This design comes from an exercise in tuning for small area, a short achievable clock period and few clock cycles on the open sky130 flow, not from production work.
Function was checked by simulation only, so behaviour that the tests miss may differ from the original.
Power and IR drop assume default switching activity.

**flow/design.v**
```verilog
module pool_tx (
    input  wire       clk,
    input  wire       rst,
    input  wire       cmd_valid,
    output wire       cmd_ready,
    input  wire [2:0] cmd_op,
    input  wire [7:0] cmd_data,
    output reg        rsp_valid,
    output reg  [1:0] rsp_status,
    output reg        rsp_page_done,
    output reg        tx_valid,
    output reg  [7:0] tx_data,
    output reg        tx_last,
    input  wire       tx_ready
);
    localparam FD  = 16;          
    localparam FAW = 4;           
    reg [4:0] ph;
    reg       a_v, b_v;
    reg [6:0] a_op, b_op;
    reg [7:0] a_d, b_d;
    reg       rdy;
    assign cmd_ready = rdy;
    wire accept = cmd_valid && rdy;
    wire [6:0] in_op = (cmd_op == 3'd0) ? 7'b0000001 :
                       (cmd_op == 3'd1) ? 7'b0000010 :
                       (cmd_op == 3'd2) ? 7'b0000100 :
                       (cmd_op == 3'd3) ? 7'b0001000 :
                       (cmd_op == 3'd4) ? 7'b0010000 :
                       (cmd_op == 3'd5) ? 7'b0100000 : 7'b1000000;
    wire x_app  = a_op[0];
    wire x_com  = a_op[1];
    wire x_send = a_op[2];
    wire x_ck   = a_op[3];
    wire x_mis  = a_op[4];
    wire x_pre  = a_op[5];
    reg [4:0] used;         
    reg [4:0] sent;         
    reg [4:0] last_len;     
    reg       overflowed;
    reg       tx_active;
    reg       ovf_pending;
    reg [2:0] ncks [0:15];  
    reg [2:0] run_ck;       
    reg [4:0] po;           
    reg [3:0] base;         
    reg [3:0] ap;           
    reg       full;         
    reg       ll30;         
    reg       pool_empty;   
    reg       conf;         
    reg       s_eq;         
    reg [7:0]     fifo [0:FD-1];
    reg [FD-1:0]  f_wa;     
    reg [FAW-1:0] f_rp;
    reg [FAW:0]   f_cnt;
    reg           f_empty, f_full;
    reg [4:0]     w_dist;   
    reg [4:0]     w_j;      
    reg [3:0]     w_s;      
    reg           wr_v;     
    reg [3:0]     wr_s;
    reg [7:0]     wr_d;
    wire          w_go = !f_empty && w_dist == 5'd0;
    wire [7:0] tap  [0:15];     
    wire [7:0] tapb [0:15];     
    genvar gs;
    generate
        for (gs = 0; gs < 16; gs = gs + 1) begin : g_slot
            reg  [255:0] r;
            wire [7:0]   d0 = (wr_v && wr_s == gs) ? wr_d : r[255:248];
            always @(posedge clk)
                r <= {r[247:0], d0};
            if (gs == 0) begin : g_t0
                assign tap[gs] = d0;
            end else begin : g_tn
                assign tap[gs] = r[8*gs-1 -: 8];
            end
            assign tapb[gs] = r[8*(gs+16)-1 -: 8];
        end
    endgenerate
    localparam QD = 16;
    localparam QW = 4;
    reg       c_v, c_ovf, c_hdr;    
    reg [3:0] c_slot;
    reg [4:0] c_lst;                
    reg [4:0] c_j;
    reg [7:0] c_h;
    reg [4:0] c_rel;
    reg       c_b;                  
    reg [QD-1:0] q_v;               
    reg [QD-1:0] q_ovf;             
    reg [1:0]    q_tag  [0:QD-1];
    reg [3:0]    q_ring [0:QD-1];
    reg [QW:0]   q_wp, q_rp;        
    wire         q_empty = (q_wp == q_rp);
    wire         q_full  = (q_wp[QW-1:0] == q_rp[QW-1:0]) && (q_wp[QW] != q_rp[QW]);
    wire [QW-1:0] q_ri   = q_rp[QW-1:0];
    wire [QW-1:0] q_wi   = q_wp[QW-1:0];
    reg [1:0]    t_cur;             
    reg [3:0]    pg_base [0:3];
    reg [4:0]    pg_rel  [0:3];     
    reg [3:0]    pg_tb   [0:3];     
    reg [4:0]    pg_lst  [0:3];     
    reg [3:0]    q_tags;            
    reg       i_v, i_last;
    reg [7:0] i_d;
    wire      o_free   = !tx_valid || tx_ready;
    wire      out_free = !i_v || o_free;
    reg [7:0] o_copy;
    always @(posedge clk)
        tx_data <= o_free ? i_d : o_copy;
    wire      c_wait   = !f_empty && (c_slot == w_s || c_slot == w_s + 4'd1);
    wire      ld_ovf   = c_v && c_ovf;
    wire      ld_hdr   = c_v && !c_ovf && !c_hdr && c_rel[3:0] == 4'd15 && !c_wait;
    wire      ld_body  = c_v && !c_ovf &&  c_hdr && c_rel == c_j;
    wire      c_lastb  = (c_j == c_lst);
    wire      c_done   = out_free && (ld_ovf || (ld_body && c_lastb));
    wire      c_free   = !c_v || c_done;
    wire       a_ovf    = full && used[4];
    wire [3:0] nxt_p    = full ? ap : ap + 4'd1;    
    wire       app_wr   = !tx_active && !overflowed && !a_ovf;
    wire       app_stall = app_wr && (f_full || (pool_empty && !f_empty) || conf);
    wire       s_done   = tx_active && s_eq;
    wire       s_page   = tx_active && !s_eq;
    wire       send_stall = (ovf_pending || s_page) && q_full;
    wire       s_wrap;
    wire [3:0] s_slot;
    assign {s_wrap, s_slot} = {1'b0, base} + {1'b0, sent[3:0]};
    wire [4:0] s_rel    = {pg_rel[t_cur][4] ^ s_wrap, pg_rel[t_cur][3:0]};
    wire       s_lastsl = (sent + 5'd1 == used);
    wire [4:0] s_lst    = s_lastsl ? last_len - 5'd1 : 5'd30;
    wire [7:0] s_h      = {1'b0, used[3:0] - sent[3:0] - 4'd1, ncks[s_slot]};
    wire [3:0] h_ring   = q_ring[q_ri];
    wire [1:0] h_tag    = q_tag[q_ri];
    wire [3:0] h_base   = pg_base[h_tag];
    wire [3:0] h_seq    = pg_tb[h_tag] - h_ring;
    wire [4:0] h_lst    = (h_seq == 4'd0) ? pg_lst[h_tag] : 5'd30;
    wire [7:0] h_h      = {1'b0, h_seq, ncks[h_ring]};
    wire [4:0] h_rel    = {pg_rel[h_tag][4] ^ (h_ring < h_base), pg_rel[h_tag][3:0]};
    reg        q_conf;
    reg [3:0]  q_tagc;
    integer    qi;
    always @(*) begin
        q_conf = 1'b0;
        q_tagc = 4'b0000;
        for (qi = 0; qi < QD; qi = qi + 1)
            if (q_v[qi] && !q_ovf[qi]) begin
                if (q_ring[qi] == ap || q_ring[qi] == ap + 4'd1)
                    q_conf = 1'b1;
                q_tagc[q_tag[qi]] = 1'b1;
            end
    end
    wire       com_ok   = !tx_active && used != 5'd0;
    wire       com_stall = com_ok && q_tags[t_cur + 2'd1];
    wire       can_exec = !(x_app && app_stall) && !(x_send && send_stall) &&
                          !(x_com && com_stall);
    wire       exec     = a_v && can_exec;
    wire       push     = exec && x_send && (ovf_pending || s_page);
    wire       q_push   = push && !(c_free && q_empty);
    wire       commit_ok = exec && x_com && com_ok;
    wire       up       = exec && x_app && app_wr;
    wire       page_rst = exec && ((x_send && s_done) || x_pre);
    wire [2:0] new_ck   = (full ? 3'd0 : run_ck) - a_d[2:0];
    integer k;
    always @(posedge clk) begin
        for (k = 0; k < FD; k = k + 1)
            if (up && f_wa[k])
                fifo[k] <= a_d;
        if (up) begin
            ncks[ap] <= new_ck;
            run_ck <= new_ck;
        end
    end
    always @(posedge clk) begin
        if (rst) begin
            ph <= 5'd0;
            a_v <= 1'b0;
            b_v <= 1'b0;
            rdy <= 1'b0;
            used <= 5'd0;
            sent <= 5'd0;
            last_len <= 5'd31;
            overflowed <= 1'b0;
            tx_active <= 1'b0;
            ovf_pending <= 1'b0;
            po <= 5'd0;
            base <= 4'd0;
            ap <= 4'd0;
            full <= 1'b1;
            ll30 <= 1'b0;
            pool_empty <= 1'b1;
            conf <= 1'b0;
            s_eq <= 1'b1;
            f_wa <= 1;
            f_rp <= 0;
            f_cnt <= 0;
            f_empty <= 1'b1;
            f_full <= 1'b0;
            w_dist <= 5'd0;
            w_j <= 5'd0;
            w_s <= 4'd0;
            wr_v <= 1'b0;
            c_v <= 1'b0;
            q_v <= 0;
            q_wp <= 0;
            q_rp <= 0;
            t_cur <= 2'd0;
            rsp_valid <= 1'b0;
            rsp_status <= 2'd0;
            rsp_page_done <= 1'b0;
            tx_valid <= 1'b0;
            tx_last <= 1'b0;
            i_v <= 1'b0;
            i_last <= 1'b0;
            o_copy <= 8'd0;
        end else begin
            ph <= ph + 5'd1;
            if (!a_v || can_exec) begin
                if (b_v) begin
                    a_v <= 1'b1; a_op <= b_op; a_d <= b_d;
                    b_v <= 1'b0;
                end else begin
                    a_v <= accept; a_op <= in_op; a_d <= cmd_data;
                end
                rdy <= 1'b1;
            end else if (accept) begin
                b_v <= 1'b1; b_op <= in_op; b_d <= cmd_data;
                rdy <= 1'b0;
            end
            wr_v <= w_go;
            wr_s <= w_s;
            wr_d <= fifo[f_rp];
            w_dist <= w_dist + 5'd1 - {4'd0, w_go};
            if (w_go) begin
                f_rp <= f_rp + 1'b1;
                if (w_j == 5'd30) begin
                    w_j <= 5'd0;
                    w_s <= w_s + 4'd1;
                end else
                    w_j <= w_j + 5'd1;
            end
            if (up) f_wa <= {f_wa[FD-2:0], f_wa[FD-1]};
            if (up)
                f_cnt <= w_go ? f_cnt : f_cnt + 1'b1;
            else
                f_cnt <= w_go ? f_cnt - 1'b1 : f_cnt;
            f_empty <= (f_cnt == 0 && !up) || (f_cnt == 1 && w_go && !up);
            f_full  <= (f_cnt == FD && !(w_go && !up)) || (f_cnt == FD-1 && up && !w_go);
            if (up && pool_empty) begin
                po <= ph + FD;
                w_dist <= 5'd2 - FD;
                w_j <= 5'd0;
                w_s <= base;
            end
            rsp_valid <= exec;
            rsp_status <= 2'd0;
            rsp_page_done <= 1'b0;
            if (exec) begin
                if (x_app) begin
                    if (tx_active) rsp_status <= 2'd2;
                    else if (overflowed) rsp_status <= 2'd1;
                    else if (a_ovf) begin
                        overflowed <= 1'b1;
                        ovf_pending <= 1'b1;
                        rsp_status <= 2'd1;
                    end else begin
                        pool_empty <= 1'b0;
                        if (full) begin
                            used <= used + 5'd1;
                            s_eq <= 1'b0;
                            last_len <= 5'd1;
                            full <= 1'b0;
                            ll30 <= 1'b0;
                        end else begin
                            last_len <= last_len + 5'd1;
                            full <= ll30;
                            ll30 <= last_len == 5'd29;
                            if (ll30) ap <= ap + 4'd1;
                        end
                    end
                end
                if (x_com) begin
                    if (com_ok) tx_active <= 1'b1;
                    else rsp_status <= 2'd1;
                end
                if (x_send) begin
                    rsp_page_done <= s_done;
                    if (ovf_pending) begin
                        ovf_pending <= 1'b0;
                        rsp_status <= 2'd2;
                    end else if (s_page) begin
                        sent <= sent + 5'd1;
                        s_eq <= s_lastsl;
                        rsp_status <= 2'd1;
                    end
                end
                if (x_ck && sent != 5'd0) begin
                    sent <= sent - 5'd1;
                    s_eq <= 1'b0;
                end
                if (x_mis) begin
                    sent <= 5'd0;
                    s_eq <= pool_empty;
                end
                if (a_op[6]) rsp_status <= 2'd3;
            end
            if (page_rst) begin
                s_eq <= 1'b1;
                base <= nxt_p;
                ap <= nxt_p;
                full <= 1'b1;
                ll30 <= 1'b0;
                pool_empty <= 1'b1;
                used <= 5'd0;
                sent <= 5'd0;
                last_len <= 5'd31;
                overflowed <= 1'b0;
                tx_active <= 1'b0;
            end
            conf <= (c_v && !c_ovf && (c_slot == ap || c_slot == ap + 4'd1)) || q_conf;
            if (o_free) begin
                tx_valid <= i_v;
                o_copy   <= i_d;
                tx_last  <= i_last;
            end
            if (out_free) begin
                if (ld_ovf) begin
                    i_v    <= 1'b1;
                    i_d    <= 8'h04;
                    i_last <= 1'b1;
                end else if (ld_hdr) begin
                    i_v    <= 1'b1;
                    i_d    <= c_h;
                    i_last <= 1'b0;
                    c_hdr  <= 1'b1;
                    c_j    <= 5'd0;
                    c_b    <= !c_rel[4];
                end else if (ld_body) begin
                    i_v    <= 1'b1;
                    i_d    <= c_b ? tapb[c_slot] : tap[c_slot];
                    i_last <= c_lastb;
                    c_j    <= c_j + 5'd1;
                end else begin
                    i_v    <= 1'b0;
                    i_last <= 1'b0;
                end
            end
            c_rel <= c_rel + 5'd1;
            if (out_free && !ld_ovf && ld_hdr)
                c_rel <= 5'd0;
            if (c_free) begin
                if (!q_empty) begin
                    c_v <= 1'b1; c_ovf <= q_ovf[q_ri]; c_hdr <= 1'b0;
                    c_slot <= h_ring; c_lst <= h_lst; c_h <= h_h;
                    c_rel <= h_rel;
                end else if (push) begin
                    c_v <= 1'b1; c_ovf <= ovf_pending; c_hdr <= 1'b0;
                    c_slot <= s_slot; c_lst <= s_lst; c_h <= s_h;
                    c_rel <= s_rel;
                end else
                    c_v <= 1'b0;
            end
            if (c_free && !q_empty) begin
                q_v[q_ri] <= 1'b0;
                q_rp <= q_rp + 1'b1;
            end
            if (q_push) begin
                q_v[q_wi] <= 1'b1;
                q_ovf[q_wi] <= ovf_pending;
                q_tag[q_wi] <= t_cur;
                q_ring[q_wi] <= s_slot;
                q_wp <= q_wp + 1'b1;
            end
            q_tags <= q_tagc;
            for (qi = 0; qi < 4; qi = qi + 1)
                pg_rel[qi] <= pg_rel[qi] + 5'd1;
            if (commit_ok)
                pg_rel[t_cur + 2'd1] <= ph + 5'd2 - po - {1'b0, base};
            if (commit_ok) begin
                t_cur <= t_cur + 2'd1;
                pg_base[t_cur + 2'd1] <= base;
                pg_tb[t_cur + 2'd1]   <= full ? ap - 4'd1 : ap;
                pg_lst[t_cur + 2'd1]  <= last_len - 5'd1;
            end
        end
    end
endmodule
```
**flow/flow/run.sh**
```bash
#!/bin/bash
# The standard layout (standard.sh: the standard flow's synthesis, floorplan, placement,
# CTS and routing, unchanged), with two placement/repair knobs:
#  - ports are buffered with buf_4 cells rather than the default choice;
set -euo pipefail
export SETUP_SLACK_MARGIN=8.4
export BUFFER_PORTS_ARGS="-buffer_cell sky130_fd_sc_hd__buf_4"
bash standard.sh > standard.log 2>&1
```
**flow/standard.sh**
```bash
#!/bin/bash
# synth_recipe.tcl (not shown) runs the flow's synth.tcl, then flattens the netlist and writes it again
# the make line also repeats each setting of config.mk as NAME=value (left out here)
make -C /OpenROAD-flow-scripts/flow DESIGN_CONFIG=/design/flow/config.mk WORK_HOME=/design/flow/orfs CLKGATE_MAP_FILE= SYNTH_SCRIPT=/design/flow/synth_recipe.tcl "${@:-finish}"
```
**flow/config.mk**
```make
export PLATFORM = sky130hd
export DESIGN_NAME = pool_tx
export DESIGN_NICKNAME = pool_tx
export VERILOG_FILES = /design/flow/design.v
export SDC_FILE = /design/flow/constraint.sdc
export NUM_CORES = 4
export LEC_CHECK = 0
export CAP_MARGIN = 20
export CORE_MARGIN = 2
export CORE_UTILIZATION = 60
export CTS_CLUSTER_DIAMETER = 50
export CTS_CLUSTER_SIZE = 30
export SLEW_MARGIN = 20
```
**flow/constraint.sdc**
```tcl
create_clock -name core_clock -period 12.0 [get_ports {clk}]
set_input_delay 2.4000 -clock core_clock [delete_from_list [all_inputs] [get_ports {clk}]]
set_output_delay 2.4000 -clock core_clock [all_outputs]
set_load 0.01 [all_outputs]
```
==> results of run 1 <==
per-layer routing:
layer	wire (µm)	track usage (%)
met5	0	0
met4	6126	6.816
met3	8816	3.008
met2	91520	32.65
met1	103900	33.11
layout make-up:
cell class / instances / area share (%)
antenna: 7 / 0.01383
clock buffer: 261 / 4.901
timing repair buffer: 135 / 1.012
clock inverter: 169 / 1.768
sequential: 4687 / 77.64
timing repair inverter: 1 / 0.003952
tap: 2495 / 2.465
multi-input combinational: 1928 / 11.91
inverter: 95 / 0.2865
kinds of logic after synthesis:
| family | after synthesis | share of synthesized area [%] |
|---|---|---|
| flip-flops | 4687 | 86.29 |
| AND/OR/NAND/NOR | 797 | 3.451 |
| AO/OA/AOI/OAI | 557 | 3.415 |
| multiplexers | 281 | 3.250 |
| buffers and inverters | 266 | 0.9644 |
| XOR/XNOR | 211 | 1.665 |
| adder cells (fa/ha/maj) | 82 | 0.9600 |
path summary, 6_finish.rpt:
path,start,endpoint,slack [ps],cells past startpoint
setup / recovery,tx_data[0],tx_data[0],8240,1
hold / removal,g_slot[5].r[219],g_slot[5].r[227],300,0
setup reg to reg,flop,c_lst[4],8430,14
hold reg to reg,g_slot[5].r[219],g_slot[5].r[227],300,0
cells in the final DEF, fill, tap and decap left out, drive strengths merged, types with 11 or more instances in the layout:
cell,n
clkinvlp,19
ha,73
o21bai,15
a22oi,90
nand3,84
and2,36
clkbuf,261
o22ai,11
clkinv,57
buf,131
o221ai,11
a221oi,31
mux2i,56
nor2,183
nor2b,30
o21ai,89
a22o,29
nand2,226
nor3b,14
dfxtp,4241
xnor2,119
edfxtp,446
a21oi,128
inv,179
o211ai,15
a31oi,23
nand3b,11
nand2b,34
a222oi,12
nor3,65
mux2,172
a211oi,25
mux4,53
or3,12
xor2,89
nor4,18
nand4,40
where the power goes:
part	switching (µW)	leakage, µW	internal [µW]
Combinational	400	0.00639	236
Sequential	111	0.0382	15900
Clock	5230	0.00407	4250
Total	5740	0.0487	20400
flip-flops by register name, summed over array words and instances, names as in the netlist, 7 cells and up, named ones only:
register	count
pg_base	16
q_ring	64
a_d	8
i_d	8
fifo	128
q_v	16
c_h	7
ncks	48
g_slot.r	4096
b_op	7
a_op	7
pg_lst	20
q_tag	32
o_copy	8
q_ovf	16
wr_d	8
pg_rel	20
tx_data	8
f_wa	16
pg_tb	16
b_d	8
timing repair:
item                                    4_1_cts  5_1_grt
endpoints found under the setup margin      193      131
setup buffers                                11       15
resized for setup                            65       28
hold buffers                                  0        0
gates cloned                                  5        0
pin swaps                                     9       15
through the flow:
| step | utilization, % | hold WS (ps) |
|---|---|---|
| 2_1_floorplan | - | 309.6 |
| 3_3_place_gp | 62.41 | 309.5 |
| 3_5_place_dp | 62.41 | 312.1 |
| 4_1_cts | 67.14 | 287.5 |
| 5_1_grt | 67.28 | 283.9 |
| 6_report | 67.29 | 295.9 |
==> run summary, run 1 <==
* Max-cap violations at 0
* Synthesized area at 113900 µm²
* Final hold violation count at 0
* Yosys top cell area share at 74.54%
* RSZ-0062 raised after global routing: true
* Largest net degree at the start of global routing at 61
* Leak Pwr at 0.04870 µW
* Sequential share of the synthesized area at 86.29%
* Predominant post-synthesis flop cell: dfxtp_1
* Outcome: finished clean
* Die W at 439.7 µm
* Cts bufs inserted at 233
* Buf/Inv on CP at 1
* Synth Warn # at 2
* Drt via density at 4.984
* Worst-Skew Late Latency at 900 ps
* Post-DP Area at 117500 µm²
* Overall power at 26170 µW
* FILL cells at 12960
* Post-Route Skew at 62.64 ps
* Starting DRT DRC Count at 3416
* Setup violators final at 0
* Wirelength per Cell at 21.52 µm
* Row cnt at 159
* Sequential Area at 98330 µm²
* Placed cells at 9310
* Tmin final at 3759 ps
* Post-synth EDFFs at 446
* Worst slew pin tran at 1142 ps
* CP Cell Sequence: buf_6
* CTS max path bufs at 3
* Netlist cell types at 102
* Crit path DAT at 1360 ps
* Critical-path top delay cell: dfxtp_2
* Area occupied by multi-input gates at 15080 µm²
* Max Slew Vio Count at 0
* Synthesized area per cell at 16.55 µm²
* Net count, final at 7178
* Syn Inst Count at 6881
* Die Ht at 439.7 µm
* Most frequent cells after synthesis: dfxtp_1, edfxtp_1, nand2_1
* Fmax at 0.2660 GHz
* Async set or reset register ratio after synthesis at 0%
* Peak fanout along the critical path at 1
* Residual DRC count at 0
* Antenna-violating nets left at 0
* H-tree depth at 4
* Initial antenna violation count at 22
* Synth Register Bits at 4687
* Global-route wire length before repair at 308.4 mm
* Clock slew at reported path FFs at 100 ps
* Final GP Congestion at 0.8754
* Layout cells sized above 1 at 12.47%
* Initial Utilization at 60.52%
* Startpoint Class: flop
* Clock Sinks at 4687
* First drt pass iteration count at 7
* Setup WS post-layout at 8241 ps
* All-layer global routing usage at 21.81%
* Maximum vdd drop at 169.6 µV
* PD cells at 206.6 nW/µm²
* # port buffers at 29
* CTS tree: done
* Area of the core at 188200 µm²
* Io pins at 30
* Slew HR at 23.89%
* DIE AREA at 193300 µm²
* Area delta synth->final at 11.18%
* Design area at 126600 µm²
* Critical Path RT at 9600 ps
* Worst hold path type: reg -> reg
* Top delay family on crit path: flip-flops
* Setup CP Type: reg -> out
* Remaining Overflow, GRT at 0
* Vias at 48740
* Crit. End Element: primary output
* HPWL after detailed placement at 133.4 mm
* Syn_nets at 6978
* Post-Layout Cell Count at 9778
* Most common cell in the netlist: dfxtp_1
* Detailed Route WL at 210.4 mm
* Synth area leader: dfxtp_1
* Root Driver: clkbuf_16
* Vias in the first global route at 46980
* Ranking of synthesized cells by area: dfxtp_1, edfxtp_1, mux2_2
* Tcrit/Tclk final at 31.32%
* Pre-CTS WS at 7096 ps
* Crit-path max cell delay at 350 ps
* Final TNS setup at 0 ps
Testbench counts, summed over its fixed seeds: cycles 51,443.
==> run 2, diff against run 1 <==
--- a/flow/config.mk
+++ b/flow/config.mk
@@ -8,6 +8,6 @@
 export CAP_MARGIN = 20
 export CORE_MARGIN = 2
 export CORE_UTILIZATION = 60
-export CTS_CLUSTER_DIAMETER = 50
+export CTS_CLUSTER_DIAMETER = 100
 export CTS_CLUSTER_SIZE = 30
 export SLEW_MARGIN = 20
==> run summary, run 2 <==
* Outcome: finished clean
* Async set or reset register ratio after synthesis at 0%
* Post-Route Skew at 50.43 ps
* Post-synth EDFFs at 446
* Startpoint Class: flop
* CTS tree: done
* Ranking of synthesized cells by area: dfxtp_1, edfxtp_1, mux2_2
* Sequential power share at 67.4%
* Logic gate share of total power at 2.7%
* Biggest register: g_slot.r
* Residual DRC count at 0
* Tmin final at 3739 ps
* Row cnt at 159
* Max-cap violations at 0
* Wirelength per Cell at 21.78 µm
* CP Cell Sequence: buf_6
* First drt pass iteration count at 7
* Layout cells sized above 1 at 9.819%
* Top delay family on crit path: flip-flops
* Initial Utilization at 60.52%
* Worst slew pin tran at 1105 ps
* Setup CP Type: reg -> out
* Vias at 48220
* Starting DRT DRC Count at 3436
* Die Ht at 439.7 µm
* Final GP Congestion at 0.8754
* Worst hold path type: reg -> reg
* Detailed Route WL at 208.6 mm
* Slew HR at 26.35%
* Synth Warn # at 2
* Maximum vdd drop at 175.4 µV
* Syn_nets at 6978
* Crit-path max cell delay at 360 ps
* Most frequent cells after synthesis: dfxtp_1, edfxtp_1, nand2_1
* Leak Pwr at 0.04704 µW
* Switch share at 20.41%
* Most frequent cells in the layout: dfxtp_1, edfxtp_1, nand2_1
* Syn Inst Count at 6881
* DIE AREA at 193300 µm²
* Net count, final at 7130
* Buf/Inv on CP at 1
* Clock slew at reported path FFs at 110 ps
* Drt via density at 5.035
* Most common cell after layout, fill and taps aside: dfxtp_1
* Largest net degree at the start of global routing at 61
* HPWL after detailed placement at 133.4 mm
* Tcrit/Tclk final at 31.16%
* Yosys top cell area share at 74.54%
* Area of the core at 188200 µm²
* Die W at 439.7 µm
* Worst-Skew Late Latency at 880 ps
* Vias in the first global route at 46370
* Io pins at 30
* Synthesized area at 113900 µm²
* Clock Power Share at 29.9%
* CTS max path bufs at 3
* P_sw at 4863 µW
* Clock Sinks at 4687
* Layout Utilization at 65.39%
* Critical-path top delay cell: dfxtp_2
* Remaining Overflow, GRT at 0
* Regs by FF count: g_slot.r x4096, fifo x128, q_ring x64
* Synth Register Bits at 4687
* Most common cell in the netlist: dfxtp_1
* Crit. End Element: primary output
* Critical Path RT at 9600 ps
* Setup violators final at 0
* Root Driver: clkbuf_16
* PD cells at 193.6 nW/µm²
* # port buffers at 29
* Largest register FFs at 4096
* Initial antenna violation count at 23
* Peak fanout along the critical path at 1
* Netlist cell types at 102
* Pint at 18960 µW
* All-layer global routing usage at 21.62%
* Predominant post-synthesis flop cell: dfxtp_1
* Pre-CTS WS at 7096 ps
* Max Slew Vio Count at 0
* H-tree depth at 4
* Area delta synth->final at 8.044%
* Global-route wire length before repair at 305.6 mm
* Antenna-violating nets left at 0
* Final TNS setup at 0 ps
* Synth area leader: dfxtp_1
* Synthesized area per cell at 16.55 µm²
* Sequential share of the synthesized area at 86.29%
* Crit path DAT at 1340 ps
* RSZ-0062 raised after global routing: true
* Fmax at 0.2675 GHz
* Final hold violation count at 0
* Cts bufs inserted at 176
* Setup WS post-layout at 8261 ps
* Hold-fix buffers, CTS at 0
run 2: cell counts after synthesis:
No cell type changed its count.
run 2: final cells by class:
type                    instances  area, µm²
repair inverters                1      5.005
multi-input cells            1928      15060
fillers                     13360      65130
inverters                      95      367.9
diodes                          4      10.01
clock buffers                 204       4583
flip-flops and latches       4687      98330
well taps                    2495       3122
repair buffers                144       1331
clock inverters                19      261.5
run 2: kinds of logic (layout without fill, tap and decap cells):
family / count (synthesis) / in the layout / synth area share [%]
and+or+nand+nor: 797 / 797 / 3.451
AOI/OAI and AO/OA: 557 / 557 / 3.415
DFF: 4687 / 4687 / 86.29
muxes: 281 / 281 / 3.250
other: 0 / 4 / 0
buffers and inverters: 266 / 463 / 0.9644
xor gates and xnor gates: 211 / 211 / 1.665
adders and majority gates: 82 / 82 / 0.9600
run 2: power groups by stage:
| stage | clock network [µW] | registers, µW | logic [µW] |
|---|---|---|---|
| final | 7130 | 16100 | 636 |
| after global routing | 7850 | 16100 | 687 |
| after CTS | 7320 | 16100 | 634 |
| after detailed placement | 0 | 16400 | 599 |
| after global placement | 0 | 16400 | 592 |
| after floorplan | 0 | 16400 | 382 |
run 2: worst paths after layout:
| kind | start | end | cells after the start | slack [ps] |
|---|---|---|---|---|
| setup / recovery | tx_data[0] | tx_data[0] | 1 | 8260 |
| hold / removal | g_slot[7].r[111] | g_slot[7].r[119] | 0 | 320 |
| setup reg to reg | flop | c_lst[4] | 10 | 8430 |
| hold reg to reg | g_slot[7].r[111] | g_slot[7].r[119] | 0 | 320 |
run 2: repair_timing:
item / 4_1_cts / 5_1_grt
gates resized for setup: 67 / 26
endpoints found under the hold margin: 0 / 0
setup buffers: 21 / 14
setup endpoints to repair: 214 / 136
pin swaps: 9 / 16
cloned: 5 / 0
run 2: metrics by stage:
stage	hold WS, ps	total power [µW]	instance area (µm²)	instances
2_1_floorplan	309.6	16740	114200	6881
3_3_place_gp	309.5	17000	117500	9310
3_5_place_dp	312.1	17010	117500	9310
4_1_cts	313.6	24010	122800	9559
5_1_grt	317.4	24620	123100	9573
6_report	316.3	23830	123100	9577
run 2: per-layer routing:
layer  global-route usage [%]  up-vias  wire (µm)
li1                         -    23170          -
met1                    33.06    23810     103700
met2                    32.38      979      90740
met3                    2.861      264       8444
met4                    6.314        0       5655
met5                        0        -          0
==> run 3, diff against run 2 <==
--- a/flow/config.mk
+++ b/flow/config.mk
@@ -5,9 +5,10 @@
 export SDC_FILE = /design/flow/constraint.sdc
 export NUM_CORES = 4
 export LEC_CHECK = 0
+export ABC_AREA = 1
 export CAP_MARGIN = 20
 export CORE_MARGIN = 2
 export CORE_UTILIZATION = 60
-export CTS_CLUSTER_DIAMETER = 100
+export CTS_CLUSTER_DIAMETER = 80
 export CTS_CLUSTER_SIZE = 30
 export SLEW_MARGIN = 20
==> run summary, run 3 <==
* Remaining Overflow, GRT at 0
* Most frequent cells in the layout: dfxtp_1, nand2_1, edfxtp_1
* Leak Pwr at 0.04855 µW
* Net count, final at 7951
* Slew HR at 34.10%
* Io pins at 30
* Syn Inst Count at 7689
* Die W at 439.6 µm
* Top delay family on crit path: flip-flops
* Residual DRC count at 0
* Clock slew at reported path FFs at 110 ps
* Drt via density at 4.923
* Layout cells sized above 1 at 6.430%
* Yosys top cell area share at 74.57%
* Synth area leader: dfxtp_1
* Crit-path max cell delay at 430 ps
* Cts bufs inserted at 185
* Most frequent cells after synthesis: dfxtp_1, nand2_1, edfxtp_1
* Final hold violation count at 0
* Syn_nets at 7786
* Synth Register Bits at 4687
* Antenna-violating nets left at 0
* Largest net degree at the start of global routing at 61
* Critical Path RT at 9600 ps
* Buf/Inv on CP at 1
* Final TNS setup at 0 ps
* Tcrit/Tclk final at 31.64%
* Area occupied by multi-input gates at 13960 µm²
* Maximum vdd drop at 144.5 µV
* Final GP Congestion at 0.8620
* Most common cell after layout, fill and taps aside: dfxtp_1
* R2R depth at 13
* RSZ-0062 raised after global routing: true
* Predominant post-synthesis flop cell: dfxtp_1
* CP Cell Sequence: buf_6
* Post-Synth XOR/XNOR Area at 1.254%
* Compound-gate portion of the synthesized area at 4.283%
* Synth Warn # at 2
* Sequential share of the synthesized area at 86.34%
* Mux share of post-synthesis cell area at 0.02967%
* Netlist cell types at 63
* FILL cells at 13620
* Post-Synth Adder-Cell Area at 0.9605%
* Clock Sinks at 4687
* HPWL after detailed placement at 132.7 mm
* Sequential Area at 98330 µm²
* Simple-gate area share of the yosys netlist at 5.287%
* Wirelength per Cell at 19.86 µm
* Synthesized area per cell at 14.81 µm²
* Hold slack at 311.1 ps
* Initial antenna violation count at 8
* Post-synth EDFFs at 446
* CTS tree: done
* Vias at 51200
* H-tree depth at 4
* Initial Utilization at 60.49%
* Hold-fix buffers, CTS at 0
* Tmin final at 3797 ps
* Row cnt at 159
* Crit. End Element: primary output
* PD cells at 204.1 nW/µm²
* Worst hold path type: reg -> reg
* Worst-Skew Late Latency at 850 ps
* Async set or reset register ratio after synthesis at 0%
* Worst slew pin tran at 988.5 ps
* Post-Route Skew at 30.68 ps
* Setup CP Type: reg -> out
* Worst path depth at 1
* Outcome: finished clean
* Area delta synth->final at 8.325%
* CTS max path bufs at 3
* Startpoint Class: flop
* Root Driver: clkbuf_16
* Area of the core at 188200 µm²
* Peak fanout along the critical path at 2
* Overall power at 25170 µW
* Max Slew Vio Count at 0
* Regs by FF count: g_slot.r x4096, fifo x128, q_ring x64
* Starting DRT DRC Count at 3585
* Critical-path top delay cell: dfxtp_4
* DIE AREA at 193200 µm²
* Biggest register: g_slot.r
* Largest family of logic cells by synthesized area: simple AND/OR/NAND/NOR gates
* Max-cap violations at 0
* Crit path DAT at 1400 ps
* Global-route wire length before repair at 307.8 mm
* Fmax at 0.2633 GHz
* Setup violators final at 0
* First drt pass iteration count at 6
* Most common cell in the netlist: dfxtp_1
* Synthesized area at 113800 µm²
* Detailed Route WL at 206.5 mm
* # port buffers at 29
* All-layer global routing usage at 21.30%
* Hold Crit Depth at 0
* Die Ht at 439.6 µm
* Vias in the first global route at 49620
* Largest register FFs at 4096
* Ranking of synthesized cells by area: dfxtp_1, edfxtp_1, nand2_1
## run 3: cell count changes in the layout (fill, tap and decap cells not counted), sizes merged, moves of 118 or more
cell,delta
inv,+296
mux2,-169
nand2,+540
nand3,+118
nor2,+119
o21ai,+267
## run 3: metal layers
layer / share of wire (%) / wire length [µm] / GRT usage, %
met5: 0.0063 / 13 / 0
met4: 3.1 / 6317 / 6.490
met2: 45 / 92250 / 33.46
met1: 49 / 100200 / 31.12
met3: 3.7 / 7722 / 2.714
## run 3: repair_timing
action | in CTS | in global routing
resized for setup | 78 | 31
buffers inserted | 18 | 13
gates cloned | 2 | 4
pin swaps | 10 | 10
endpoints found under the setup margin | 330 | 148
## run 3: final cells by class
cell class / instances / area share, %
clock inverter: 39 / 0.4636
tap: 2495 / 2.531
inverter: 383 / 1.232
sequential: 4687 / 79.73
timing repair buffer: 122 / 0.8695
multi-input combinational: 2475 / 11.32
clock buffer: 195 / 3.844
antenna: 4 / 0.008116
## run 3: cell families (layout without fill, tap and decap cells)
family                   Yosys count  in the layout
XOR/XNOR                         163            163
flip-flops                      4687           4687
multiplexers                       3              3
AND/OR/NAND/NOR                 1413           1417
adder cells (fa/ha/maj)           82             82
buffers and inverters            531            739
other                              0              4
AO/OA/AOI/OAI                    810            810
## run 3: path summary, 6_finish.rpt
| path | slack, ps | endpoint | startpoint |
|---|---|---|---|
| worst min register to register | 310 | g_slot[14].r[204] | g_slot[14].r[196] |
| worst max register to register | 8520 | i_d[0] | c_slot[1] |
| worst max-delay path | 8200 | tx_last | tx_last |
| worst min-delay path | 310 | g_slot[14].r[204] | g_slot[14].r[196] |
## run 3: stage by stage
step	instance area [µm²]	util [%]	setup WS [ps]	cells
finish	123300	65.53	8203	10400
global route	123300	65.53	8133	10400
CTS	123000	65.37	8134	10380
detailed placement	117200	62.29	6546	10130
global placement	117200	62.29	6664	10130
floorplan	114000	-	7925	7689
## run 3: report_power, final
part / switching, µW / internal (µW)
Clock: 4490 / 2940
Sequential: 138 / 16000
Combinational: 1100 / 456
==> run 4, diff against run 3 <==
--- a/flow/config.mk
+++ b/flow/config.mk
@@ -5,10 +5,9 @@
 export SDC_FILE = /design/flow/constraint.sdc
 export NUM_CORES = 4
 export LEC_CHECK = 0
-export ABC_AREA = 1
 export CAP_MARGIN = 20
 export CORE_MARGIN = 2
-export CORE_UTILIZATION = 60
+export CORE_UTILIZATION = 70
 export CTS_CLUSTER_DIAMETER = 80
 export CTS_CLUSTER_SIZE = 30
 export SLEW_MARGIN = 20
==> run summary, run 4 <==
* Largest register FFs at 4096
* Area of the core at 162200 µm²
* Biggest register: g_slot.r
* Crit path DAT at 1340 ps
* Maximum vdd drop at 196.2 µV
* Async set or reset register ratio after synthesis at 0%
* Tmin final at 3737 ps
* All-layer global routing usage at 27.30%
* Post-synth EDFFs at 446
* Startpoint Class: flop
* Row cnt at 148
* Setup CP Type: reg -> out
* Max-cap violations at 0
* Netlist cell types at 102
* Overall power at 24140 µW
* Fmax at 0.2676 GHz
* Synth area leader: dfxtp_1
* Max Slew Vio Count at 0
* Peak fanout along the critical path at 1
* Sequential share of the synthesized area at 86.29%
* Remaining Overflow, GRT at 0
* Clock Sinks at 4687
* Syn Inst Count at 6881
* Outcome: finished clean
* Yosys top cell area share at 74.54%
* CTS max path bufs at 3
* Final GP Congestion at 0.9055
* Initial antenna violation count at 43
* Post-Route Skew at 36.20 ps
* Global-route wire length before repair at 330.2 mm
* CTS tree: done
* Most frequent cells in the layout: dfxtp_1, edfxtp_1, nand2_1
* Detailed Route WL at 226.6 mm
* Most frequent cells after synthesis: dfxtp_1, edfxtp_1, nand2_1
* PD cells at 195.7 nW/µm²
* Crit-path max cell delay at 370 ps
* Layer with the highest usage: met2
* DIE AREA at 166000 µm²
* First drt pass iteration count at 6
* Setup violators final at 0
* Grt met2 use at 42.53%
* Residual DRC count at 0
* Most common cell in the netlist: dfxtp_1
* Most common cell after layout, fill and taps aside: dfxtp_1
* Synth Warn # at 2
* Net count, final at 7144
* Buf/Inv on CP at 1
* # port buffers at 29
* GRT met1 Usage at 40.08%
* Tcrit/Tclk final at 31.14%
* Antenna-violating nets left at 0
* Vias at 49770
* Drt via density at 5.362
* Critical Path RT at 9600 ps
* Root Driver: clkbuf_16
* HPWL after detailed placement at 142.1 mm
* Vias in the first global route at 50170
* Slew HR at 23.10%
* Synth Register Bits at 4687
* Final hold violation count at 0
* Final TNS setup at 0 ps
* Ranking of synthesized cells by area: dfxtp_1, edfxtp_1, mux2_2
* Largest net degree at the start of global routing at 52
* Syn_nets at 6978
* Predominant post-synthesis flop cell: dfxtp_1
* Starting DRT DRC Count at 4628
* Regs by FF count: g_slot.r x4096, fifo x128, q_ring x64
* Worst slew pin tran at 1154 ps
* Met3 Use GR at 4.729%
* Crit. End Element: primary output
* Layout cells sized above 1 at 10.30%
* Placed cells at 8983
* Top delay family on crit path: flip-flops
* Synthesized area per cell at 16.55 µm²
* RSZ-0062 raised after global routing: true
* Initial Utilization at 70.22%
* Die W at 407.4 µm
* Area delta synth->final at 8.260%
* Cts bufs inserted at 182
* Worst-Skew Late Latency at 870 ps
* Critical-path top delay cell: dfxtp_4
* Worst hold path type: reg -> reg
* Synthesized area at 113900 µm²
* Clock slew at reported path FFs at 110 ps
* Die Ht at 407.4 µm
* CP Cell Sequence: buf_6
* Wirelength per Cell at 24.42 µm
* H-tree depth at 4
* Io pins at 30
* Post-Layout Cell Count at 9282
* Leak Pwr at 0.04731 µW
run 4: cell count changes in the layout (fill, tap and decap cells not counted), moves of 51 or more:
cell and delta:
inv_1 -262, nor2_1 -112, a21oi_1 -74, nand3_1 -112
o21ai_0 -255, mux4_2 +51, xnor2_1 +74, mux2_2 +164
a22oi_1 +86, nand2_1 -524
run 4: through the flow:
step                      instance area (µm²)  hold WS [ps]  setup slack (ps)  util [%]
after floorplan                        114200         309.6              7609         -
after global placement                 117000         309.5              6204     72.12
after detailed placement               117000         312.1              6851     72.15
after CTS                              122900         313.4              8192     75.75
after global routing                   123300         325.8              8212     76.01
final                                  123300         313.6              8263     76.02
run 4: power by group:
group / internal [µW] / switching [µW]
registers: 15900 / 130
clock network: 2910 / 4530
logic: 243 / 379
total: 19100 / 5040
run 4: path summary, 6_finish.rpt:
check,from,to,slack [ps],cells past startpoint
setup / recovery,rsp_valid,rsp_valid,8260,1
hold / removal,g_slot[14].r[228],g_slot[14].r[236],310,0
setup reg to reg,q_tag[2][0],c_lst[0],8450,12
hold reg to reg,g_slot[14].r[228],g_slot[14].r[236],310,0
run 4: area by class of cell:
class                      count  area (µm²)
timing repair buffer         152        1506
multi-input combinational   1928       15120
tap                         2175        2721
sequential                  4687       98330
clock buffer                 202        4715
clock inverter                35       531.8
timing repair inverter         1       5.005
inverter                      95       367.9
fill                        9172       38900
antenna                        7       17.52
run 4: repair_timing:
action                     4_1_cts  5_1_grt
setup buffers                   21       26
gates cloned                     5        3
pin swaps                       10       20
gates resized for setup         77       29
hold buffers                     0        0
setup endpoints to repair      294       86
run 4: kinds of logic after synthesis:
group / count (synthesis) / synth area share (%)
AOI/OAI and AO/OA: 557 / 3.415
buffers and inverters: 266 / 0.9644
adders and majority gates: 82 / 0.9600
xor gates and xnor gates: 211 / 1.665
and+or+nand+nor: 797 / 3.451
muxes: 281 / 3.250
DFF: 4687 / 86.29
run 4: routing by layer:
layer / vias up / routed length [µm]
met5: - / 53
met4: 8 / 6297
met3: 370 / 15060
met2: 1669 / 103200
met1: 24500 / 102000
li1: 23220 / -
==> run 5, diff against run 4 <==
--- a/flow/config.mk
+++ b/flow/config.mk
@@ -7,7 +7,7 @@
 export LEC_CHECK = 0
 export CAP_MARGIN = 20
 export CORE_MARGIN = 2
-export CORE_UTILIZATION = 70
+export CORE_UTILIZATION = 60
 export CTS_CLUSTER_DIAMETER = 80
 export CTS_CLUSTER_SIZE = 30
 export SLEW_MARGIN = 20
==> run summary, run 5 <==
* FILL cells at 13270
* Ranking of synthesized cells by area: dfxtp_1, edfxtp_1, mux2_2
* Area of the core at 188200 µm²
* Setup violators final at 0
* Worst hold path type: reg -> reg
* Residual DRC count at 0
* Final GP Congestion at 0.8754
* Initial antenna violation count at 23
* CTS tree: done
* H-tree depth at 4
* Pint at 19240 µW
* Syn_nets at 6978
* Vias in the first global route at 46550
* Synth Register Bits at 4687
* R2R depth at 12
* Placed cells at 9310
* Maximum vdd drop at 151.6 µV
* Global-route wire length before repair at 305.1 mm
* Yosys top cell area share at 74.54%
* Slew HR at 25.40%
* Async set or reset register ratio after synthesis at 0%
* DIE AREA at 193300 µm²
* Post-Layout Cell Count at 9589
* Most frequent cells after synthesis: dfxtp_1, edfxtp_1, nand2_1
* Largest register FFs at 4096
* Most common cell in the netlist: dfxtp_1
* P_sw at 4993 µW
* Logic gate share of total power at 2.6%
* Final TNS setup at 0 ps
* Area delta synth->final at 8.597%
* Fmax at 0.2688 GHz
* Clock slew at reported path FFs at 110 ps
* Area occupied by multi-input gates at 15090 µm²
* Synth Warn # at 2
* Sequential share of the synthesized area at 86.29%
* # port buffers at 29
* Max Slew Vio Count at 0
* Root Driver: clkbuf_16
* Worst-Skew Late Latency at 860 ps
* Tmin final at 3721 ps
* Critical-path top delay cell: dfxtp_2
* Layout cells sized above 1 at 10.15%
* Synthesized area at 113900 µm²
* Clock Power Share at 31.1%
* Leak Pwr at 0.04732 µW
* Synth area leader: dfxtp_1
* Peak fanout along the critical path at 1
* Syn Inst Count at 6881
* Net count, final at 7132
* Netlist cell types at 102
* Synthesized area per cell at 16.55 µm²
* Detailed Route WL at 208.8 mm
* Biggest register: g_slot.r
* Die Ht at 439.7 µm
* Antenna-violating nets left at 0
* Critical Path RT at 9600 ps
* Crit-path max cell delay at 350 ps
* Top delay family on crit path: flip-flops
* Remaining Overflow, GRT at 0
* All-layer global routing usage at 21.58%
* Drt via density at 5.034
* HPWL after detailed placement at 133.4 mm
* Hold slack at 308.8 ps
* Hold Crit Depth at 0
* First drt pass iteration count at 5
* Initial Utilization at 60.52%
* PD cells at 195.9 nW/µm²
* Post-Route Skew at 54.62 ps
* Clock Sinks at 4687
* Startpoint Class: flop
* Crit. End Element: primary output
* Predominant post-synthesis flop cell: dfxtp_1
* Switch share at 20.61%
* RSZ-0062 raised after global routing: true
* Crit path DAT at 1320 ps
* Post-synth EDFFs at 446
* Most frequent cells in the layout: dfxtp_1, edfxtp_1, nand2_1
* Row cnt at 159
* Most common cell after layout, fill and taps aside: dfxtp_1
* Wirelength per Cell at 21.78 µm
* Outcome: finished clean
* Max-cap violations at 0
* Setup CP Type: reg -> out
* Hold-fix buffers, CTS at 0
* Die W at 439.7 µm
* Sequential Area at 98330 µm²
* Regs by FF count: g_slot.r x4096, fifo x128, q_ring x64
* CP Cell Sequence: buf_6
* Starting DRT DRC Count at 3431
* CTS max path bufs at 3
* Largest net degree at the start of global routing at 61
* Buf/Inv on CP at 1
* Tcrit/Tclk final at 31.00%
* Worst slew pin tran at 1119 ps
* Io pins at 30
* Final hold violation count at 0
* Vias at 48270
* Sequential power share at 66.3%
* Worst path depth at 1
* Cts bufs inserted at 185
-- run 5: cell counts after synthesis --
No cell type changed its count.
-- run 5: worst paths after layout --
check	slack (ps)	startpoint	endpoint
worst max-delay path	8280	tx_data[0]	tx_data[0]
worst max register to register	8360	flop	c_lst[3]
worst min-delay path	310	g_slot[5].r[46]	g_slot[5].r[54]
worst min register to register	310	g_slot[5].r[46]	g_slot[5].r[54]
-- run 5: final cells by class --
| type | count | area share, % |
|---|---|---|
| flip-flops and latches | 4687 | 79.49 |
| inverters | 95 | 0.2913 |
| repair inverters | 1 | 0.004046 |
| well taps | 2495 | 2.524 |
| repair buffers | 137 | 1.058 |
| clock inverters | 29 | 0.4329 |
| diodes | 3 | 0.006069 |
| clock buffers | 214 | 3.993 |
| multi-input cells | 1928 | 12.20 |
-- run 5: cell families after synthesis --
| kind of cell | synth area share (%) |
|---|---|
| AOI/OAI and AO/OA | 3.415 |
| xor gates and xnor gates | 1.665 |
| adders and majority gates | 0.9600 |
| buffers and inverters | 0.9644 |
| DFF | 86.29 |
| muxes | 3.250 |
| and+or+nand+nor | 3.451 |
-- run 5: power by group through the flow --
stage | logic, µW | clock network [µW] | registers, µW
floorplan | 382 | 0 | 16400
global placement | 592 | 0 | 16400
detailed placement | 599 | 0 | 16400
CTS | 627 | 7720 | 16100
global route | 694 | 8250 | 16100
finish | 642 | 7530 | 16100
-- run 5: routing by layer --
| layer | vias to the layer above | GRT usage (%) | part of all wire (%) |
|---|---|---|---|
| li1 | 23190 | - | - |
| met1 | 23760 | 32.82 | 49 |
| met2 | 1040 | 32.24 | 43 |
| met3 | 285 | 3.012 | 4.3 |
| met4 | 0 | 6.689 | 3.0 |
| met5 | - | 0 | 0 |
-- run 5: what timing repair did --
item | CTS | global route
cloned | 4 | 1
setup endpoints to repair | 177 | 132
gates resized for setup | 67 | 34
pin swaps | 10 | 23
setup buffers | 11 | 17
-- run 5: stage by stage --
step / total power [µW] / instance area [µm²] / utilization [%] / setup slack, ps
5_1_grt: 25030 / 123700 / 65.72 / 8207
2_1_floorplan: 16740 / 114200 / - / 7609
3_3_place_gp: 17000 / 117500 / 62.41 / 7143
4_1_cts: 24410 / 123400 / 65.55 / 8196
3_5_place_dp: 17010 / 117500 / 62.41 / 7096
6_report: 24230 / 123700 / 65.73 / 8279
-- run 5: worst register-to-register path: stages (launching register included) --
cell and delay [ps]:
dfxtp_4 390, buf_12 140, mux4_2 550, mux2i_4 220, and2_4 210, nor2_4 50, buf_12 150, mux2i_4 180
mux2i_2 180, inv_1 90, fa_2 550, nand4_1 250, o32a_1 430
==> run 6, diff against run 5 <==
--- a/flow/config.mk
+++ b/flow/config.mk
@@ -5,9 +5,9 @@
 export SDC_FILE = /design/flow/constraint.sdc
 export NUM_CORES = 4
 export LEC_CHECK = 0
-export CAP_MARGIN = 20
+export CAP_MARGIN = 0
 export CORE_MARGIN = 2
 export CORE_UTILIZATION = 60
 export CTS_CLUSTER_DIAMETER = 80
 export CTS_CLUSTER_SIZE = 30
-export SLEW_MARGIN = 20
+export SLEW_MARGIN = 0
==> run summary, run 6 <==
* Synth Warn # at 2
* CTS max path bufs at 3
* RSZ-0062 raised after global routing: true
* Sequential power share at 66.3%
* Most frequent cells after synthesis: dfxtp_1, edfxtp_1, nand2_1
* # port buffers at 29
* Residual DRC count at 0
* Setup CP Type: reg -> out
* HPWL after detailed placement at 133.4 mm
* Crit path DAT at 1320 ps
* Tcrit/Tclk final at 31.00%
* CP Cell Sequence: buf_6
* H-tree depth at 4
* Final hold violation count at 0
* Yosys top cell area share at 74.54%
* Cts bufs inserted at 185
* First drt pass iteration count at 5
* Most common cell after layout, fill and taps aside: dfxtp_1
* Predominant post-synthesis flop cell: dfxtp_1
* Fmax at 0.2688 GHz
* P_sw at 4993 µW
* Worst-Skew Late Latency at 860 ps
* Crit-path max cell delay at 350 ps
* Final TNS setup at 0 ps
* PD cells at 195.9 nW/µm²
* Post-synth EDFFs at 446
* Post-Route Skew at 54.62 ps
* Buf/Inv on CP at 1
* Switch share at 20.61%
* Regs by FF count: g_slot.r x4096, fifo x128, q_ring x64
* Max-cap violations at 0
* Syn Inst Count at 6881
* Syn_nets at 6978
* Area of the core at 188200 µm²
* Critical Path RT at 9600 ps
* Netlist cell types at 102
* Worst hold path type: reg -> reg
* Outcome: finished clean
* Final GP Congestion at 0.8754
* Max Slew Vio Count at 0
* Most frequent cells in the layout: dfxtp_1, edfxtp_1, nand2_1
* Ranking of synthesized cells by area: dfxtp_1, edfxtp_1, mux2_2
* Hold slack at 308.8 ps
* Io pins at 30
* Logic gate share of total power at 2.6%
* Largest net degree at the start of global routing at 61
* Sequential share of the synthesized area at 86.29%
* Die W at 439.7 µm
* Area delta synth->final at 8.597%
* Clock Sinks at 4687
* Synthesized area at 113900 µm²
* Row cnt at 159
* Global-route wire length before repair at 305.1 mm
* Top delay family on crit path: flip-flops
* Crit. End Element: primary output
* Synth area leader: dfxtp_1
* Clock slew at reported path FFs at 110 ps
* Startpoint Class: flop
* Synthesized area per cell at 16.55 µm²
* Starting DRT DRC Count at 3431
* Slew HR at 25.40%
* Async set or reset register ratio after synthesis at 0%
* DIE AREA at 193300 µm²
* Net count, final at 7132
* Pint at 19240 µW
* Leak Pwr at 0.04732 µW
* Detailed Route WL at 208.8 mm
* Setup violators final at 0
* Clock Power Share at 31.1%
* Remaining Overflow, GRT at 0
* Initial Utilization at 60.52%
* Wirelength per Cell at 21.78 µm
* All-layer global routing usage at 21.58%
* Vias in the first global route at 46550
* Biggest register: g_slot.r
* Root Driver: clkbuf_16
* Drt via density at 5.034
* Initial antenna violation count at 23
* Layout cells sized above 1 at 10.15%
* Die Ht at 439.7 µm
* CTS tree: done
* Peak fanout along the critical path at 1
* Tmin final at 3721 ps
* Critical-path top delay cell: dfxtp_2
* Largest register FFs at 4096
* Antenna-violating nets left at 0
* Maximum vdd drop at 151.6 µV
* Worst slew pin tran at 1119 ps
* Most common cell in the netlist: dfxtp_1
* Synth Register Bits at 4687
* Vias at 48270
[run 6: cell counts after synthesis]
Identical to the previous run, type by type.
[run 6: what timing repair did]
action,in CTS,in global routing
cloned,4,1
endpoints found under the hold margin,0,0
setup endpoints to repair,177,132
setup buffers,11,17
gates resized for setup,67,34
hold buffers,0,0
pin swaps,10,23
[run 6: worst paths after layout]
| kind | startpoint | endpoint | slack, ps | cells after the start |
|---|---|---|---|---|
| hold reg to reg | g_slot[5].r[46] | g_slot[5].r[54] | 310 | 0 |
| setup / recovery | tx_data[0] | tx_data[0] | 8280 | 1 |
| hold / removal | g_slot[5].r[46] | g_slot[5].r[54] | 310 | 0 |
| setup reg to reg | flop | c_lst[3] | 8360 | 12 |
[run 6: cells by family (layout without fill, tap and decap cells)]
group | after synthesis | in the layout | synth area share, %
flops | 4687 | 4687 | 86.29
simple gates | 797 | 797 | 3.451
compound gates | 557 | 557 | 3.415
mux | 281 | 281 | 3.250
buf+inv | 266 | 476 | 0.9644
xor+xnor | 211 | 211 | 1.665
fa+ha+maj | 82 | 82 | 0.9600
other cells | 0 | 3 | 0
[run 6: metrics by stage]
step	setup WS, ps	utilization, %	area [µm²]	std cells	total power (µW)
2_1_floorplan	7609	-	114200	6881	16740
3_3_place_gp	7143	62.41	117500	9310	17000
3_5_place_dp	7096	62.41	117500	9310	17010
4_1_cts	8196	65.55	123400	9568	24410
5_1_grt	8207	65.72	123700	9586	25030
6_report	8279	65.73	123700	9589	24230
[run 6: area by class of cell]
cell class              instances  area (µm²)
repair buffers                137        1309
clock buffers                 214        4940
clock inverters                29       535.5
inverters                      95       360.3
diodes                          3       7.507
flip-flops and latches       4687       98330
well taps                    2495        3122
multi-input cells            1928       15090
repair inverters                1       5.005
fillers                     13270       64500
[run 6: per-layer routing]
layer	global-route usage, %	vias to the layer above	share of wire [%]
met1	32.82	23760	49
met3	3.012	285	4.3
met5	0	-	0
met2	32.24	1040	43
met4	6.689	0	3.0
li1	-	23190	-
[run 6: power by group through the flow]
stage          clock (µW)  combinational [µW]  sequential, µW
2_1_floorplan           0                 382           16400
3_3_place_gp            0                 592           16400
3_5_place_dp            0                 599           16400
4_1_cts              7720                 627           16100
5_1_grt              8250                 694           16100
6_report             7530                 642           16100

[what the ideal ports hide]
Ports are ideal in the flow. The routed layouts listed here were re-timed in OpenROAD.
Step 1, drivers: a clkbuf_16 drives clk and a buf_2 each remaining input, both assumed.
Step 2 also shifts input and output timing later by t, the mid clock arrival at the registers, as if the neighbouring blocks saw the same clock.
Slacks: ideal / step 1 / step 2; pairs: ideal / step 1.
run	shift t [ns]	slack for setup (ns)	pins driven straight from the clock port
run 1	0.955	8.241 / 8.155 / 7.510	1
run 2	0.933	8.261 / 8.178 / 7.513	1
run 3	0.923	8.203 / 8.117 / 7.548	1
run 4	0.939	8.263 / 8.175 / 7.479	1
run 5	0.925	8.279 / 8.188 / 7.566	1
run 6	0.925	8.279 / 8.188 / 7.566	1
After both steps every run listed still meets setup and hold. For run 4, which loses most, drivers alone change the setup slack by -0.088 ns; drivers and shift together by -0.784 ns.
